Background: an optimization exercise with open tools, aiming at a short achievable clock period and few clock cycles. Do not read the settings as production practice.
In this exercise RTL edits were held to simulation tests only and were not proved equivalent to the original.
Power figures rest on the tool's default switching activity, not on a simulated workload.

==> run a: inputs <==
==> flow/design.v (excerpt) <==
module dio_core (
    input             clk,
    input             rst,
    input             cmd_valid,
    output            cmd_ready,
    input      [63:0] cmd_data,
    output            rsp_valid,
    output     [31:0] rsp_result,
    output            rsp_err,
    input      [31:0] pad_in,
    output     [31:0] pad_out,
    output     [31:0] pad_oe,
    output            ie
);
Settings: LEC_CHECK=0, ABC_CLOCK_PERIOD_IN_PS=3000, CAP_MARGIN=20, CORE_MARGIN=2, CORE_UTILIZATION=40, SETUP_SLACK_MARGIN=5, SLEW_MARGIN=20; clock period 8.0 ns.
run.sh (not shown) runs the stock make flow with config.mk's settings and CLKGATE_MAP_FILE= SYNTH_SCRIPT=/design/flow/synth_recipe.tcl, a recipe that flattens the netlist after the stock synthesis.
==> inputs of run b, as changes to run a <==
--- a/flow/design.v
+++ b/flow/design.v
@@ -40,15 +40,14 @@
     reg [23:0] ch_li, ch_oi;
     reg        rdy_r, rsp_r, err_r, dec_r;
     reg [63:0] cmd;
     reg [31:0] res_r;
     localparam integer P_G1 = 0, P_G2 = 1, P_D = 2, P_C1 = 3, P_C0 = 4, P_L1 = 5, P_L0 = 6, P_W = 7;
     reg [7:0]  ph;                      
     reg        cm_r;                    
-    reg        dc_same;                 
     reg        e_si, e_cw;
     reg [31:0] cMo, cMd;                
     reg        cE, cL;                  
     reg [31:0] nM;                      
     reg        nE, nL;                  
     reg [PW-1:0] dD, dC, dL;            
     reg [31:0] sval, pos;
@@ -122,18 +121,14 @@
             OP_CCFG:   i_legal = (i_data[31:9] == 23'd0);
             default:   i_legal = 1'b0;
         endcase
     end
     wire [1:0] i_rsel   = i_aux[9:8];
     wire       i_nopin  = (i_aux == 16'hFFFF);
     wire       i_pin_ok = i_nopin || ((i_aux[15:8] < 8'd4) && (i_aux[7:0] < 8'd8));
-    wire i_chk_scfg = i_uok && !sh_v[in_u]
-                      && (i_aux[7:0] < 8'd8) && pn_v[in_a] && (pn_out[in_a] == i_data[9])
-                      && (i_aux[15:8] < 8'd8) && pn_v[in_b] && pn_out[in_b]
-                      && (i_data[5:0] != 6'd0) && (i_data[5:0] <= 6'd32);
     reg i_chk;
     always @(*) begin
         case (i_opc)
             OP_REGRD:  i_chk = (i_aux[7:0] < 8'd4) && (i_rsel != 2'd3);
             OP_REGWR:  i_chk = (i_aux[7:0] < 8'd4) && (i_rsel == 2'd1 || i_rsel == 2'd2);
             OP_PBIND:  i_chk = i_uok && !ph_v[in_u] && (i_aux[7:0] < 8'd4) && (i_data[13:8] != 6'd0)
                                && ({1'b0, i_data[5:0]} + {1'b0, i_data[13:8]} <= 7'd8);
@@ -141,15 +136,18 @@
                        i_chk = i_uok && ph_v[in_u];
             OP_PWRITE: i_chk = i_uok && ph_v[in_u] && ph_dirn[in_u];
             OP_BINDIN, OP_BINDOUT:
                        i_chk = i_uok && !pn_v[in_u] && i_pin_ok;
             OP_PINRD:  i_chk = i_uok && pn_v[in_u];
             OP_PINWR, OP_PINTGL, OP_PINPLS:
                        i_chk = i_uok && pn_v[in_u] && pn_out[in_u];
-            OP_SCFG:   i_chk = i_chk_scfg;
+            OP_SCFG:   i_chk = i_uok && !sh_v[in_u]
+                               && (i_aux[7:0] < 8'd8) && pn_v[in_a] && (pn_out[in_a] == i_data[9])
+                               && (i_aux[15:8] < 8'd8) && pn_v[in_b] && pn_out[in_b]
+                               && (i_data[5:0] != 6'd0) && (i_data[5:0] <= 6'd32);
             OP_SIN:    i_chk = i_uok && sh_v[in_u] && !sh_mode[in_u];
             OP_SOUT:   i_chk = i_uok && sh_v[in_u] && sh_mode[in_u];
             OP_CCFG:   i_chk = i_uok && !ch_v[in_u]
                                && (i_aux[7:0] < 8'd8) && sh_v[in_a] && sh_mode[in_a]
                                && (i_aux[15:8] < 8'd8) && pn_v[in_b] && pn_out[in_b]
                                && (i_data[7:0] < 8'd8) && pn_v[in_c] && pn_out[in_c];
             OP_CWRITE, OP_CEN, OP_CDIS:
@@ -161,32 +159,14 @@
                o_pread, o_pwrite, o_bindin, o_bindout, o_pinrd, o_pinwr, o_pintgl, o_pinpls,
                o_scfg, o_sin, o_sout, o_ccfg, o_cwrite, o_cen, o_cdis;
     reg        legal_r, ok_r, cfg_r, run_r, two_r;
     reg [7:0]  ph2_r;
     wire       i_cfg = (i_opc == OP_PBIND) || (i_opc == OP_BINDIN) || (i_opc == OP_BINDOUT) ||
                        (i_opc == OP_SCFG) || (i_opc == OP_CCFG);
     reg        i_run, i_two;
-    wire       i_ok   = i_legal && i_chk;
-    wire       i_z56     = (cmd_data[55:0] == 56'd0);
-    wire       i_is_nop  = (i_opc == OP_NOP);
-    wire       i_is_stat = (i_opc == OP_STATRD);
-    wire       i_is_ies  = (i_opc == OP_IESET);
-    wire       i_is_iec  = (i_opc == OP_IECLR);
-    wire       i_is_scfg = (i_opc == OP_SCFG);
-    wire       i_leg_scfg = (i_data[31:10] == 22'd0) && (i_data[7:6] == 2'd0);
-    wire       i_fleg = ((i_is_nop | i_is_stat | i_is_ies | i_is_iec) & i_z56) | (i_is_scfg & i_leg_scfg);
-    wire       i_fok  = ((i_is_nop | i_is_stat | i_is_ies | i_is_iec) & i_z56) |
-                        (i_is_scfg & i_leg_scfg & i_chk_scfg);
-    wire       i_fast = (i_opc == OP_NOP) || (i_opc == OP_STATRD) || (i_opc == OP_IESET) ||
-                        (i_opc == OP_IECLR) || (i_opc == OP_SCFG);
-    wire [7:0]  i_bind_mask = ((8'd1 << i_data[13:8]) - 8'd1) << i_data[2:0];
-    wire [31:0] i_bind_pm   = {24'd0, i_bind_mask} << {i_aux[1:0], 3'd0};
-    wire [31:0] i_bind_m    = i_nopin ? 32'd0 : onehot({i_aux[9:8], i_aux[2:0]});
-    reg  [7:0]  bind_mask;
-    reg  [31:0] bind_pm, bind_m;
     reg [7:0]  i_ph2;
     always @(*) begin
         i_run = 1'b1; i_two = 1'b0; i_ph2 = 8'd1 << P_G2;
         case (i_opc)
             OP_REGWR, OP_PBIND, OP_PENOUT, OP_PENIN, OP_PWRITE, OP_BINDIN,
             OP_PINWR, OP_PINTGL, OP_CCFG, OP_CEN, OP_CDIS: ;
             OP_BINDOUT, OP_PINPLS: i_two = 1'b1;
@@ -246,76 +226,73 @@
     wire [PW-1:0] s_dp    = o_cwrite ? uc_dp : us_dp;
     wire [PW-1:0] s_cp    = o_cwrite ? uc_cp : us_cp;
     wire [5:0]    s_n     = o_cwrite ? uc_n : us_n;
     wire          s_ord   = o_cwrite ? uc_ord : us_ord;
     wire [31:0]   s_pos   = o_cwrite ? uc_pos : us_pos;
     wire [31:0]   s_dm    = pmask(s_dp);
     wire [31:0]   s_cm    = pmask(s_cp);
-    wire          b0s     = |(data & us_pos);
-    wire          b0c     = |(data & uc_pos);
-    wire [31:0]   us_dm   = pmask(us_dp);
-    wire [31:0]   uc_dm   = pmask(uc_dp);
-    wire [31:0]   us_cm   = pmask(us_cp);
-    wire [31:0]   uc_cm   = pmask(uc_cp);
+    wire          s_b0    = |(data & s_pos);
     wire [31:0]   u_ch_om = pmask(u_ch_op);
+    wire [7:0]  bind_mask = ((8'd1 << data[13:8]) - 8'd1) << data[2:0];
+    wire [31:0] bind_pm   = {24'd0, bind_mask} << {aux[1:0], 3'd0};
     wire [PW-1:0] bind_d  = {pin_nopin, o_bindout && data[2], o_bindout && data[1], aux[9:8], aux[2:0]};
+    wire [31:0] bind_m    = pin_nopin ? 32'd0 : onehot({aux[9:8], aux[2:0]});
     wire [31:0] byte_m    = 32'hFF << {aux[1:0], 3'd0};
     wire [31:0] reg_src = (reg_sel == 2'd0) ? padv : (reg_sel == 2'd1) ? out_r : dir_r;
     wire [31:0] reg_sh  = reg_src >> {aux[1:0], 3'd0};
     wire [7:0]  reg_rd  = reg_sh[7:0];
     wire        o_pinv  = o_pinwr | o_pinpls;
     wire        o_shout = o_sout | o_cwrite;
     wire [31:0] f_cMo = ({32{o_regwr & (reg_sel != 2'd2)}} & byte_m)
                       | ({32{o_pwrite}} & u_ph_pm)
                       | ({32{o_bindout}} & bind_m)
                       | ({32{o_pinv | o_pintgl}} & u_pn_m)
                       | ({32{o_ccfg}} & c_pn_m)
                       | ({32{o_cen | o_cdis}} & u_ch_om)
-                      | ({32{o_sout}} & us_dm)
-                      | ({32{o_cwrite}} & uc_dm)
-                      | ({32{o_sin}} & us_cm);
+                      | ({32{o_shout}} & s_dm)
+                      | ({32{o_sin}} & s_cm);
     wire [31:0] f_cMd = ({32{o_regwr & (reg_sel == 2'd2)}} & byte_m)
                       | ({32{o_pbind}} & bind_pm)
                       | ({32{o_penout | o_penin}} & u_ph_pm)
                       | ({32{o_bindin}} & bind_m);
     wire [31:0] f_cV  = ({32{o_regwr}} & {4{data[7:0]}})
                       | ({32{(o_pbind & aux[8]) | o_penout}})
                       | ({32{o_pwrite}} & u_ph_wv)
                       | ({32{o_bindout & (data[0] ^ data[2])}})
                       | ({32{o_pinv & (data[0] ^ u_pn_d[6])}})
                       | ({32{o_pintgl}} & ~out_r)
                       | ({32{o_ccfg & (data[8] ^ c_pn_d[6])}})
                       | ({32{(o_cen & ~u_ch_op[6]) | (o_cdis & u_ch_op[6])}})
-                      | ({32{(o_sout & (b0s ^ us_dp[6])) | (o_cwrite & (b0c ^ uc_dp[6]))}})
-                      | ({32{o_sin & ~us_cp[6]}});
+                      | ({32{o_shout & (s_b0 ^ s_dp[6])}})
+                      | ({32{o_sin & ~s_cp[6]}});
     wire        f_cL  = ((o_pbind | o_penout | o_penin | o_pwrite) & !((o_pbind) ? (data[13:8] == 6'd8) : u_ph_full))
                       | (o_bindout & data[1])
                       | ((o_pinv | o_pintgl) & u_pn_d[5])
                       | (o_ccfg & c_pn_d[5])
                       | ((o_cen | o_cdis) & u_ch_op[5])
-                      | (o_sout & us_dp[5]) | (o_cwrite & uc_dp[5])
-                      | (o_sin & us_cp[5]);
-    wire [31:0] f_c2Mo = ({32{o_pinpls}} & u_pn_m) | ({32{o_sout | o_sin}} & us_cm) | ({32{o_cwrite}} & uc_cm);
+                      | (o_shout & s_dp[5])
+                      | (o_sin & s_cp[5]);
+    wire [31:0] f_c2Mo = ({32{o_pinpls}} & u_pn_m) | ({32{o_shout | o_sin}} & s_cm);
     wire [31:0] f_c2Md = {32{o_bindout}} & bind_m;
-    wire        f_c2E  = o_bindout | (o_pinpls & (~data[0] ^ u_pn_d[6])) | (o_sout & ~us_cp[6]) | (o_cwrite & ~uc_cp[6]) | (o_sin & us_cp[6]);
-    wire        f_c2L  = (o_pinpls & u_pn_d[5]) | ((o_sout | o_sin) & us_cp[5]) | (o_cwrite & uc_cp[5]);
+    wire        f_c2E  = o_bindout | (o_pinpls & (~data[0] ^ u_pn_d[6])) | (o_shout & ~s_cp[6]) | (o_sin & s_cp[6]);
+    wire        f_c2L  = (o_pinpls & u_pn_d[5]) | ((o_shout | o_sin) & s_cp[5]);
     wire        b_run = ok_r & run_r;
     wire [31:0] bMo   = b_run ? f_cMo : 32'd0;
     wire [31:0] bMd   = b_run ? f_cMd : 32'd0;
     wire [31:0] out_b = (out_r & ~bMo) | (f_cV & bMo);
     wire [31:0] dir_b = (dir_r & ~bMd) | (f_cV & bMd);
     wire [31:0] mD  = pmask(dD);
     wire [31:0] mC  = pmask(dC);
     wire [31:0] mL  = pmask(dL);
     wire        iD = dD[6], yD = dD[5], iC = dC[6], yC = dC[5], iL = dL[6], yL = dL[5];
     wire [31:0] cV  = {32{cE}};
     wire [31:0] nV  = {32{nE}};
     wire        c_chg = |(((out_r ^ cV) & cMo) | ((dir_r ^ cV) & cMd));
     wire        n_chg = |((out_r ^ nV) & nM);
-    wire        merge = cm_r;
+    wire        merge = cm_r & ~c_chg;
     wire [31:0] out_c = (out_r & ~cMo) | (cV & cMo);
     wire [31:0] dir_c = (dir_r & ~cMd) | (cV & cMd);
     wire [31:0] out_e = (out_c & ~({32{merge}} & nM)) | ({32{merge}} & nM & nV);
     wire        a_chg  = merge ? n_chg : c_chg;
     wire        a_lock = merge ? nL : cL;
     wire        samp   = |(mD & padv);
     wire        a_end  = ph[P_G2] | ph[P_L0] | (ph[P_C0] & lastb & ~e_cw);
@@ -336,28 +313,25 @@
             if (w_ph && w_u == j) begin
                 ph_v[j] <= 1'b1; ph_dirn[j] <= w_dirn; ph_full[j] <= w_full;
                 ph_port[j*2 +: 2] <= w_port; ph_start[j*3 +: 3] <= w_start; ph_mask[j*8 +: 8] <= w_mask;
             end
             if (w_pn && w_u == j) begin
                 pn_v[j] <= 1'b1; pn_out[j] <= w_out; pn_d[j*PW +: PW] <= w_d0;
             end
-            if (w_sh && u == j) begin
-                sh_v[j] <= 1'b1; sh_mode[j] <= data[9]; sh_ord[j] <= data[8]; sh_n[j*6 +: 6] <= data[5:0];
-                sh_dp[j*PW +: PW] <= a_pn_d; sh_cp[j*PW +: PW] <= b_pn_d;
+            if (w_sh && w_u == j) begin
+                sh_v[j] <= 1'b1; sh_mode[j] <= w_mode; sh_ord[j] <= w_ord; sh_n[j*6 +: 6] <= w_n;
+                sh_dp[j*PW +: PW] <= w_d0; sh_cp[j*PW +: PW] <= w_d1;
             end
             if (w_ch && w_u == j) begin
                 ch_v[j] <= 1'b1; ch_ord[j] <= w_ord; ch_n[j*6 +: 6] <= w_n;
                 ch_dp[j*PW +: PW] <= w_d0; ch_cp[j*PW +: PW] <= w_d1;
                 ch_li[j*3 +: 3] <= w_i2; ch_oi[j*3 +: 3] <= w_i3;
             end
         end
         cmd  <= cmd_data;
-        bind_mask <= i_bind_mask;
-        bind_pm   <= i_bind_pm;
-        bind_m    <= i_bind_m;
         legal_r <= i_legal;
         ok_r    <= i_legal && i_chk;
         cfg_r   <= i_cfg;
         run_r   <= i_run;
         two_r   <= i_two;
         ph2_r   <= i_ph2;
         o_statrd <= (i_opc == OP_STATRD); o_ieset  <= (i_opc == OP_IESET);
@@ -383,17 +357,14 @@
         a_sh_dp <= sh_dp[in_a*PW +: PW]; a_sh_cp <= sh_cp[in_a*PW +: PW];
         us_dp <= sh_dp[in_u*PW +: PW]; uc_dp <= ch_dp[in_u*PW +: PW];
         us_cp <= sh_cp[in_u*PW +: PW]; uc_cp <= ch_cp[in_u*PW +: PW];
         us_n  <= sel6(sh_n, in_u);     uc_n  <= sel6(ch_n, in_u);
         us_ord <= sh_ord[in_u];        uc_ord <= ch_ord[in_u];
         us_pos <= sh_pos_all[in_u*32 +: 32]; uc_pos <= ch_pos_all[in_u*32 +: 32];
         u_ch_lp <= pn_d[in_li*PW +: PW]; u_ch_op <= pn_d[in_oi*PW +: PW];
-        err_r <= 1'b0;
-        if (ph == 8'd0) res_r <= 32'd0;
-        else            res_r <= res_r | ({32{ph[P_C0] & e_si & samp}} & pos);
         ph   <= 8'd0;
         cm_r <= 1'b0;
         cMo  <= 32'd0;
         cMd  <= 32'd0;
         cE   <= 1'b0;
         cL   <= 1'b0;
         if (dec_r) begin
@@ -416,37 +387,25 @@
             sh_v     <= 8'd0;
             ch_v     <= 8'd0;
             out_r    <= 32'd0;
             dir_r    <= 32'd0;
         end else if (ph == 8'd0 && !dec_r) begin
             ie_o <= ie_r;
             if (cmd_valid && rdy_r) begin
-                if (i_fast) begin
-                    rsp_r <= 1'b1;
-                    err_r <= !i_fok;
-                    res_r <= {32{i_is_stat & i_z56}} & {21'd0, operr_r, cfgerr_r, ill_r, 7'd0, ie_r};
-                    if (!i_fleg) ill_r <= 1'b1;
-                    if (i_is_scfg & i_leg_scfg & !i_chk_scfg) cfgerr_r <= 1'b1;
-                    if (i_is_ies & i_z56) begin ie_r <= 1'b1; ie_o <= 1'b1; end
-                    if (i_is_iec & i_z56) begin ie_r <= 1'b0; ie_o <= 1'b0; end
-                    w_sh <= i_is_scfg & i_leg_scfg & i_chk_scfg;
-                end else begin
-                    dec_r <= 1'b1;
-                    rdy_r <= 1'b0;
-                end
+                dec_r <= 1'b1;
+                rdy_r <= 1'b0;
             end
         end else if (dec_r) begin
             dec_r <= 1'b0;
             ie_o  <= (b_run & f_cL) ? 1'b0 : ie_r;
             e_si <= o_sin; e_cw <= o_cwrite;
             dD <= s_dp; dC <= s_cp; dL <= u_ch_lp;
             sval <= data; pos <= s_pos; e_ord <= s_ord;
             cnt <= s_n; lastb <= (s_n == 6'd1);
             cE   <= f_c2E;
-            dc_same <= (s_dp[4:0] == s_cp[4:0]) & ~s_dp[7] & ~s_cp[7];
             cL   <= f_c2L;
             nM   <= s_cm; nE <= ~s_cp[6]; nL <= s_cp[5];
             w_u <= u; w_dirn <= aux[8]; w_full <= (data[13:8] == 6'd8); w_mask <= bind_mask;
             w_port <= aux[1:0]; w_start <= data[2:0];
             w_out <= o_bindout; w_mode <= data[9];
             w_ord <= o_ccfg ? a_sh_ord : data[8];
             w_n   <= o_ccfg ? a_sh_n : data[5:0];
@@ -465,14 +424,15 @@
                 else       operr_r  <= 1'b1;
             end
             if (ok_r) begin
                 if (o_ieset) begin ie_r <= 1'b1; ie_o <= 1'b1; end
                 if (o_ieclr) begin ie_r <= 1'b0; ie_o <= 1'b0; end
                 w_ph <= o_pbind;
                 w_pn <= o_bindin | o_bindout;
+                w_sh <= o_scfg;
                 w_ch <= o_ccfg;
             end
             if (b_run && two_r) begin
                 ph  <= ph2_r;
                 cMo <= f_c2Mo; cMd <= f_c2Md;
             end else if (b_run && f_cL && ie_r) begin
                 ph  <= 8'd1 << P_W;
@@ -483,19 +443,20 @@
         end else if (ph[P_W]) begin
             ie_o  <= ie_r;
             rsp_r <= 1'b1;
             rdy_r <= 1'b1;
         end else begin
             ie_o <= (a_chg & a_lock) ? 1'b0 : ie_r;
             if (ph[P_C0]) begin
+                if (e_si && samp) res_r <= res_r | pos;
                 pos   <= pos_nx;
                 cnt   <= cnt - 6'd1;
                 lastb <= (cnt == 6'd2);
             end
-            cm_r <= nx_D & (dD[7] | ~((dc_same ? iC : |(out_r & mD)) ^ (d_nx ^ iD)));
+            cm_r <= nx_D;
             cMo  <= ({32{nx_C}} & mC) | ({32{nx_D}} & mD) | ({32{nx_L}} & mL);
             cL   <= (nx_C & yC) | (nx_D & yD) | (nx_L & yL);
             cE   <= (to_C1 & ~iC) | (to_C0 & iC) | (nx_D & (d_nx ^ iD)) | (to_L1 & ~iL) | (to_L0 & iL);
             if (a_end) begin
                 cm_r <= 1'b0;
                 cMo  <= 32'd0;
                 if (a_chg && a_lock && ie_r) begin
==> inputs of run c, as changes to run a <==
--- a/flow/design.v
+++ b/flow/design.v
@@ -122,18 +122,14 @@
             OP_CCFG:   i_legal = (i_data[31:9] == 23'd0);
             default:   i_legal = 1'b0;
         endcase
     end
     wire [1:0] i_rsel   = i_aux[9:8];
     wire       i_nopin  = (i_aux == 16'hFFFF);
     wire       i_pin_ok = i_nopin || ((i_aux[15:8] < 8'd4) && (i_aux[7:0] < 8'd8));
-    wire i_chk_scfg = i_uok && !sh_v[in_u]
-                      && (i_aux[7:0] < 8'd8) && pn_v[in_a] && (pn_out[in_a] == i_data[9])
-                      && (i_aux[15:8] < 8'd8) && pn_v[in_b] && pn_out[in_b]
-                      && (i_data[5:0] != 6'd0) && (i_data[5:0] <= 6'd32);
     reg i_chk;
     always @(*) begin
         case (i_opc)
             OP_REGRD:  i_chk = (i_aux[7:0] < 8'd4) && (i_rsel != 2'd3);
             OP_REGWR:  i_chk = (i_aux[7:0] < 8'd4) && (i_rsel == 2'd1 || i_rsel == 2'd2);
             OP_PBIND:  i_chk = i_uok && !ph_v[in_u] && (i_aux[7:0] < 8'd4) && (i_data[13:8] != 6'd0)
                                && ({1'b0, i_data[5:0]} + {1'b0, i_data[13:8]} <= 7'd8);
@@ -141,15 +137,18 @@
                        i_chk = i_uok && ph_v[in_u];
             OP_PWRITE: i_chk = i_uok && ph_v[in_u] && ph_dirn[in_u];
             OP_BINDIN, OP_BINDOUT:
                        i_chk = i_uok && !pn_v[in_u] && i_pin_ok;
             OP_PINRD:  i_chk = i_uok && pn_v[in_u];
             OP_PINWR, OP_PINTGL, OP_PINPLS:
                        i_chk = i_uok && pn_v[in_u] && pn_out[in_u];
-            OP_SCFG:   i_chk = i_chk_scfg;
+            OP_SCFG:   i_chk = i_uok && !sh_v[in_u]
+                               && (i_aux[7:0] < 8'd8) && pn_v[in_a] && (pn_out[in_a] == i_data[9])
+                               && (i_aux[15:8] < 8'd8) && pn_v[in_b] && pn_out[in_b]
+                               && (i_data[5:0] != 6'd0) && (i_data[5:0] <= 6'd32);
             OP_SIN:    i_chk = i_uok && sh_v[in_u] && !sh_mode[in_u];
             OP_SOUT:   i_chk = i_uok && sh_v[in_u] && sh_mode[in_u];
             OP_CCFG:   i_chk = i_uok && !ch_v[in_u]
                                && (i_aux[7:0] < 8'd8) && sh_v[in_a] && sh_mode[in_a]
                                && (i_aux[15:8] < 8'd8) && pn_v[in_b] && pn_out[in_b]
                                && (i_data[7:0] < 8'd8) && pn_v[in_c] && pn_out[in_c];
             OP_CWRITE, OP_CEN, OP_CDIS:
@@ -162,31 +161,16 @@
                o_scfg, o_sin, o_sout, o_ccfg, o_cwrite, o_cen, o_cdis;
     reg        legal_r, ok_r, cfg_r, run_r, two_r;
     reg [7:0]  ph2_r;
     wire       i_cfg = (i_opc == OP_PBIND) || (i_opc == OP_BINDIN) || (i_opc == OP_BINDOUT) ||
                        (i_opc == OP_SCFG) || (i_opc == OP_CCFG);
     reg        i_run, i_two;
     wire       i_ok   = i_legal && i_chk;
-    wire       i_z56     = (cmd_data[55:0] == 56'd0);
-    wire       i_is_nop  = (i_opc == OP_NOP);
-    wire       i_is_stat = (i_opc == OP_STATRD);
-    wire       i_is_ies  = (i_opc == OP_IESET);
-    wire       i_is_iec  = (i_opc == OP_IECLR);
-    wire       i_is_scfg = (i_opc == OP_SCFG);
-    wire       i_leg_scfg = (i_data[31:10] == 22'd0) && (i_data[7:6] == 2'd0);
-    wire       i_fleg = ((i_is_nop | i_is_stat | i_is_ies | i_is_iec) & i_z56) | (i_is_scfg & i_leg_scfg);
-    wire       i_fok  = ((i_is_nop | i_is_stat | i_is_ies | i_is_iec) & i_z56) |
-                        (i_is_scfg & i_leg_scfg & i_chk_scfg);
-    wire       i_fast = (i_opc == OP_NOP) || (i_opc == OP_STATRD) || (i_opc == OP_IESET) ||
+    wire       i_fast = !i_ok || (i_opc == OP_NOP) || (i_opc == OP_STATRD) || (i_opc == OP_IESET) ||
                         (i_opc == OP_IECLR) || (i_opc == OP_SCFG);
-    wire [7:0]  i_bind_mask = ((8'd1 << i_data[13:8]) - 8'd1) << i_data[2:0];
-    wire [31:0] i_bind_pm   = {24'd0, i_bind_mask} << {i_aux[1:0], 3'd0};
-    wire [31:0] i_bind_m    = i_nopin ? 32'd0 : onehot({i_aux[9:8], i_aux[2:0]});
-    reg  [7:0]  bind_mask;
-    reg  [31:0] bind_pm, bind_m;
     reg [7:0]  i_ph2;
     always @(*) begin
         i_run = 1'b1; i_two = 1'b0; i_ph2 = 8'd1 << P_G2;
         case (i_opc)
             OP_REGWR, OP_PBIND, OP_PENOUT, OP_PENIN, OP_PWRITE, OP_BINDIN,
             OP_PINWR, OP_PINTGL, OP_CCFG, OP_CEN, OP_CDIS: ;
             OP_BINDOUT, OP_PINPLS: i_two = 1'b1;
@@ -253,15 +237,18 @@
     wire          b0s     = |(data & us_pos);
     wire          b0c     = |(data & uc_pos);
     wire [31:0]   us_dm   = pmask(us_dp);
     wire [31:0]   uc_dm   = pmask(uc_dp);
     wire [31:0]   us_cm   = pmask(us_cp);
     wire [31:0]   uc_cm   = pmask(uc_cp);
     wire [31:0]   u_ch_om = pmask(u_ch_op);
+    wire [7:0]  bind_mask = ((8'd1 << data[13:8]) - 8'd1) << data[2:0];
+    wire [31:0] bind_pm   = {24'd0, bind_mask} << {aux[1:0], 3'd0};
     wire [PW-1:0] bind_d  = {pin_nopin, o_bindout && data[2], o_bindout && data[1], aux[9:8], aux[2:0]};
+    wire [31:0] bind_m    = pin_nopin ? 32'd0 : onehot({aux[9:8], aux[2:0]});
     wire [31:0] byte_m    = 32'hFF << {aux[1:0], 3'd0};
     wire [31:0] reg_src = (reg_sel == 2'd0) ? padv : (reg_sel == 2'd1) ? out_r : dir_r;
     wire [31:0] reg_sh  = reg_src >> {aux[1:0], 3'd0};
     wire [7:0]  reg_rd  = reg_sh[7:0];
     wire        o_pinv  = o_pinwr | o_pinpls;
     wire        o_shout = o_sout | o_cwrite;
     wire [31:0] f_cMo = ({32{o_regwr & (reg_sel != 2'd2)}} & byte_m)
@@ -347,17 +334,14 @@
             if (w_ch && w_u == j) begin
                 ch_v[j] <= 1'b1; ch_ord[j] <= w_ord; ch_n[j*6 +: 6] <= w_n;
                 ch_dp[j*PW +: PW] <= w_d0; ch_cp[j*PW +: PW] <= w_d1;
                 ch_li[j*3 +: 3] <= w_i2; ch_oi[j*3 +: 3] <= w_i3;
             end
         end
         cmd  <= cmd_data;
-        bind_mask <= i_bind_mask;
-        bind_pm   <= i_bind_pm;
-        bind_m    <= i_bind_m;
         legal_r <= i_legal;
         ok_r    <= i_legal && i_chk;
         cfg_r   <= i_cfg;
         run_r   <= i_run;
         two_r   <= i_two;
         ph2_r   <= i_ph2;
         o_statrd <= (i_opc == OP_STATRD); o_ieset  <= (i_opc == OP_IESET);
@@ -418,21 +402,25 @@
             out_r    <= 32'd0;
             dir_r    <= 32'd0;
         end else if (ph == 8'd0 && !dec_r) begin
             ie_o <= ie_r;
             if (cmd_valid && rdy_r) begin
                 if (i_fast) begin
                     rsp_r <= 1'b1;
-                    err_r <= !i_fok;
-                    res_r <= {32{i_is_stat & i_z56}} & {21'd0, operr_r, cfgerr_r, ill_r, 7'd0, ie_r};
-                    if (!i_fleg) ill_r <= 1'b1;
-                    if (i_is_scfg & i_leg_scfg & !i_chk_scfg) cfgerr_r <= 1'b1;
-                    if (i_is_ies & i_z56) begin ie_r <= 1'b1; ie_o <= 1'b1; end
-                    if (i_is_iec & i_z56) begin ie_r <= 1'b0; ie_o <= 1'b0; end
-                    w_sh <= i_is_scfg & i_leg_scfg & i_chk_scfg;
+                    err_r <= !i_ok;
+                    if (i_ok && i_opc == OP_STATRD)
+                        res_r <= {21'd0, operr_r, cfgerr_r, ill_r, 7'd0, ie_r};
+                    if (!i_legal)     ill_r <= 1'b1;
+                    else if (!i_chk) begin
+                        if (i_cfg) cfgerr_r <= 1'b1;
+                        else       operr_r  <= 1'b1;
+                    end
+                    if (i_ok && i_opc == OP_IESET) begin ie_r <= 1'b1; ie_o <= 1'b1; end
+                    if (i_ok && i_opc == OP_IECLR) begin ie_r <= 1'b0; ie_o <= 1'b0; end
+                    w_sh <= i_ok && (i_opc == OP_SCFG);
                 end else begin
                     dec_r <= 1'b1;
                     rdy_r <= 1'b0;
                 end
             end
         end else if (dec_r) begin
             dec_r <= 1'b0;
==> run notes <==
Synth Net Count: run a 6843; run b 6423; run c 6647
Sequential power: run a 7.93 mW; run b 7.53 mW; run c 7.43 mW
Worst Path Required: run a 8.69 ns; run b 8.72 ns; run c 8.69 ns
Clock buffer cells: run a 193; run b 195; run c 214
DIE AREA: run a 182000 µm²; run b 176000 µm²; run c 179000 µm²
Simple-gate share of the synthesized area: run a 0.149; run b 0.129; run c 0.132
Fraction of power spent switching nets: run a 0.258; run b 0.268; run c 0.258
Result of the run: run a no timing/DRC/antenna violations; run b no timing/DRC/antenna violations; run c no timing/DRC/antenna violations
Worst Path Max Fanout: run a 43; run b 8; run c 3
Mean area per synthesized cell: run a 10.6 µm²; run b 10.9 µm²; run c 10.7 µm²
Routed via count: run a 63.9k; run b 63.5k; run c 64.6k
Layout cells sized above 1: run a 0.236; run b 0.285; run c 0.274
Final Power: run a 16.7 mW; run b 16.2 mW; run c 15.8 mW
Routed wl met2: run a 149000 µm; run b 148000 µm; run c 150000 µm
Number of nets in the layout: run a 6980; run b 6794; run c 6909
Slowest cell on the critical path: run a dfxtp_1; run b a221oi_2; run c o41ai_4
Initial Utilization: run a 0.402; run b 0.402; run c 0.403
Clock latency on the worst-skew pair: run a 0.87 ns; run b 0.85 ns; run c 0.83 ns
Row Count: run a 155; run b 152; run c 153
Clock share of power: run a 0.443; run b 0.436; run c 0.436
Testbench counts of run a, summed over its fixed seeds: cycles 32,600.
Testbench counts of run b, summed over its fixed seeds: cycles 32,757.
Testbench counts of run c, summed over its fixed seeds: cycles 32,506.

==> re-timing with driven ports <==
Ports are ideal in the flow. The routed layouts listed here were re-timed in OpenROAD.
Step 1 sets driving cells, clkbuf_16 on the clock port and buf_2 on the other inputs (assumed; they add their load-dependent delay and slew).
Step 2 times the ports against the registers' clock, not the clock port: input delays grow and output delays shrink by t, the midpoint of the rising clock arrivals with the driver on.
a / b / c = ideal ports / drivers / drivers and shift; a / b = the first two.
| run | shift t [ns] | slack for setup (ns) | slew at the worst register clock pin (ns) | worst slew at a driven data input, ns | pins driven straight from the clock port |
|---|---|---|---|---|---|
| run a | 0.924 | 4.832 / 4.832 / 3.931 | 0.07 / 0.07 | 0.32 | 1 |
| run b | 0.911 | 4.457 / 4.457 / 3.926 | 0.07 / 0.07 | 0.32 | 1 |
| run c | 0.875 | 4.515 / 4.470 / 3.595 | 0.07 / 0.07 | 0.25 | 1 |
After both steps setup and hold are still met in every run listed. The setup slack of run c, which loses most, moves by -0.045 ns with the drivers and by -0.920 ns with both steps.
